Source: an optimization exercise on an open RTL-to-GDS flow (aim: small area). Production flows keep margins and buffers that such runs may drop. The RTL was checked by simulation tests, not by an equivalence proof against the original design. Power is estimated from default activity; no workload was simulated.

Setup of maple:
==> flow/design.v (excerpt) <==
module pacal_core (
    input  wire        clk,
    input  wire        rst,           
    input  wire        load_en,
    input  wire [1:0]  load_sel,      
    input  wire [3:0]  load_addr,
    input  wire [15:0] load_data,
    input  wire        run,
    input  wire        stop,
    input  wire [3:0]  irq_req,       
    input  wire [3:0]  irq_mask,
    input  wire        irq_enable,
    input  wire        key_avail,
    input  wire [3:0]  key_data,
    output wire        key_pop,
    output wire        char_valid,
    output wire [3:0]  char_data,
    output wire        running,
    output wire [2:0]  fault,
    input  wire [4:0]  dbg_addr,
    output reg  [3:0]  dbg_data
);
    localparam F_NONE     = 3'd0;
    localparam F_UNKNOWN  = 3'd1;
    localparam F_UNDER    = 3'd2;
    localparam F_OVER     = 3'd3;
    localparam F_RETRANGE = 3'd4;
    localparam F_IRET     = 3'd5;
    function [9:0] encode;
        input [15:0] w;
        reg [3:0] op;
        reg       m;
        reg [2:0] f;
        reg [1:0] ra, rb;
  ...
==> flow/config.mk <==
export PLATFORM = sky130hd
export DESIGN_NAME = pacal_core
export DESIGN_NICKNAME = pacal_core
export VERILOG_FILES = /design/flow/design.v
export SDC_FILE = /design/flow/constraint.sdc
export NUM_CORES = 4
export LEC_CHECK = 0
export CAP_MARGIN = 20
export CORE_MARGIN = 2
export CORE_UTILIZATION = 65
export CTS_BUF_LIST = sky130_fd_sc_hd__clkbuf_8
export CTS_CLUSTER_DIAMETER = 100
export CTS_CLUSTER_SIZE = 16
export SLEW_MARGIN = 20
==> flow/constraint.sdc <==
create_clock -name core_clock -period 10.0 [get_ports {clk}]
set_input_delay 2.0000 -clock core_clock [delete_from_list [all_inputs] [get_ports {clk}]]
set_output_delay 2.0000 -clock core_clock [all_outputs]
set_load 0.01 [all_outputs]
standard.sh (not shown) runs the stock make flow with config.mk's settings and CLKGATE_MAP_FILE= SYNTH_SCRIPT=/design/flow/synth_recipe.tcl, a recipe that flattens the netlist after the stock synthesis.
==> flow/flow/run.sh <==
#!/bin/bash
set -euo pipefail
W=$(pwd)
mkdir -p my

# ORFS's synthesis, with ABC's script replaced right after the preamble
# that builds abc_args ({-script FILE ...}).
awk -v s="$W/flow/abc.script" '
  { print }
  /^source \$::env\(SCRIPTS_DIR\)\/synth_preamble.tcl/ {
    print "set abc_args [lreplace $abc_args 1 1 " s "]"
  }' "$FLOW_HOME/scripts/synth.tcl" > my/synth.tcl
grep -q "lreplace \$abc_args" my/synth.tcl
sed -e "s#\$::env(SCRIPTS_DIR)/synth.tcl#$W/my/synth.tcl#" synth_recipe.tcl > my/synth_recipe.tcl
grep -q "$W/my/synth.tcl" my/synth_recipe.tcl

# The standard flow's make command, with the synthesis script and the extra settings
sed -e "s#SYNTH_SCRIPT=[^ ]*#SYNTH_SCRIPT=$W/my/synth_recipe.tcl#" standard.sh > my/standard.sh
grep -q "my/synth_recipe.tcl" my/standard.sh
export BUFFER_PORTS_ARGS="-buffer_cell sky130_fd_sc_hd__buf_1"
export CTS_ARGS="-sink_clustering_enable -repair_clock_nets -sink_clustering_size 16 -sink_clustering_max_diameter 100 -buf_list sky130_fd_sc_hd__clkbuf_8 -dont_use_dummy_load"

bash my/standard.sh finish > flow_make.log 2>&1
test -s out/final.def
==> flow/flow/abc.script <==
strash
&get -n
&fraig -x
&put
scorr
dc2
strash
&get -n
&deepsyn -T 40
&dch -f
&nf -R 1000
&put
For fjord, these inputs were changed with respect to maple:
- CORE_UTILIZATION changed from 65 to 55
==> flow/flow/abc.script <==
strash
&get -n
&fraig -x
&put
scorr
dc2
strash
&get -n
&deepsyn -T 60
&put
dch -f
amap
&get -n
&dch -f
&nf -R 1000
&put
--- outcome ---
Overall routing resource usage (higher): maple
Of fjord and maple, it is fjord that has the lower global-route wire length before repair.
The design area of fjord and that of maple are within noise of each other.
| routed length on met3 | fjord vs maple | 1.0 mm lower |
Fraction of the core area covered by cells at the end of the flow on fjord is down relative to maple.
For the met1 usage in global routing, fjord came in 5.1 points lower than maple did.
Total power delta (fjord -> maple): insignificant
NOTE number of global-route vias before repair maple->fjord decreased by a few percent
Against maple as the reference, fjord delivers a higher setup slack.
On number of H-tree levels, fjord and maple are basically level.
Share of the clock period used by the worst path after layout was higher in maple than in fjord.
Input changes introduced in willow (baseline for comparison: fjord):
==> flow/flow/abc.script <==
strash
&get -n
&fraig -x
&put
scorr
dc2
strash
&get -n
&deepsyn -T 40
&dch -f
&nf -R 1000
&put
Results
In willow, the fraction of power spent switching nets came out 0.37 points above the value in fjord. Non-clock buffer count in willow is 1.4% above fjord. Compared with fjord, willow shows global-route usage higher by 0.79 points. [willow] total half-perimeter wirelength after legalization and detailed placement rose about 4.5% relative to fjord. Compared with fjord, in willow final cycle utilization of the critical path up 2.9 points; cell internal power dissipation flat. The post-detailed-route via-to-cell ratio was comparable across willow and fjord. When the final numbers for willow and fjord were put side by side, the mux cell area share after synthesis turned out to be smaller in willow. Higher final routed wirelength across all metal layers goes to willow over fjord. fjord finished every stage and its layout cleared the timing, design-rule and antenna checks. willow did not stop at any stage, and its layout met the timing, design-rule and antenna checks. fjord → willow: routability-driven placement congestion ratio up about 0.5%, depth of the critical timing path with buffers and inverters included has decreased.


Another version of the RTL of pacal_core (not shown whole).
Size in the first run: roughly 1400 cells after synthesis, about 340 flip-flops, roughly 60 I/O pins, ~13000 sq um of cells after synthesis.
export LEC_CHECK = 0
export CAP_MARGIN = 0
export CORE_MARGIN = 2
export CORE_UTILIZATION = 55
export CTS_BUF_LIST = sky130_fd_sc_hd__clkbuf_8
export CTS_CLUSTER_DIAMETER = 100
export CTS_CLUSTER_SIZE = 16
export SLEW_MARGIN = 0
create_clock -name core_clock -period 10.0 [get_ports {clk}]
==> flow/flow/abc.script <==
strash
&get -n
&fraig -x
&put
scorr
dc2
strash
&get -n
&deepsyn -T 40
&dch -f
&nf -R 1000
&put
Scripts as last shown in full above: flow/flow/run.sh
The starting point completed with no timing, DRC or antenna violations.
Change:
--- a/flow/config.mk
+++ b/flow/config.mk
@@ -8 +8 @@
-export CAP_MARGIN = 0
+export CAP_MARGIN = 20
@@ -14 +14 @@
-export SLEW_MARGIN = 0
+export SLEW_MARGIN = 20
What happened:
- worst setup slack improves by 220 ps
- routed wire length increases by a few percent
- utilization decreases by 0.13 points
- area after synthesis hardly moves
- clock-buffer cell count decreases by 2
- global-route usage increases by 0.75 points
- worst hold slack improves by 45 ps
- final area is about the same

==> static timing again, ports no longer ideal <==
The results above use ideal ports. As a check the final layouts listed here were re-extracted and re-timed, cells and wires unchanged.
Step 1, drivers: a clkbuf_16 drives clk and a buf_2 each remaining input, both assumed.
Step 2, shift: input delay + t, output delay - t, t = (earliest + latest rising clock arrival at the registers) / 2. This alone moves slack from input paths to output paths.
Slacks: no drivers / after step 1 / after step 2; pairs: no drivers / after step 1.
| run | t (ns) | setup slack, ns | worst register clock-pin slew, ns | worst data-port slew with drivers (ns) |
|---|---|---|---|---|
| maple | 0.601 | 2.245 / 2.216 / 2.216 | 0.10 / 0.10 | 0.07 |
| fjord | 0.579 | 2.576 / 2.542 / 2.542 | 0.11 / 0.11 | 0.07 |
| willow | 0.607 | 2.285 / 2.241 / 2.241 | 0.12 / 0.12 | 0.04 |
| the first run of note 2 | 0.609 | 1.930 / 1.907 / 1.907 | 0.11 / 0.11 | 0.03 |
| the second run of note 2 | 0.607 | 2.147 / 2.111 / 2.111 | 0.11 / 0.11 | 0.07 |
After both steps setup and hold are still met in every run listed. The setup slack of willow, which loses most, moves by -0.044 ns with the drivers and by -0.044 ns with both steps.
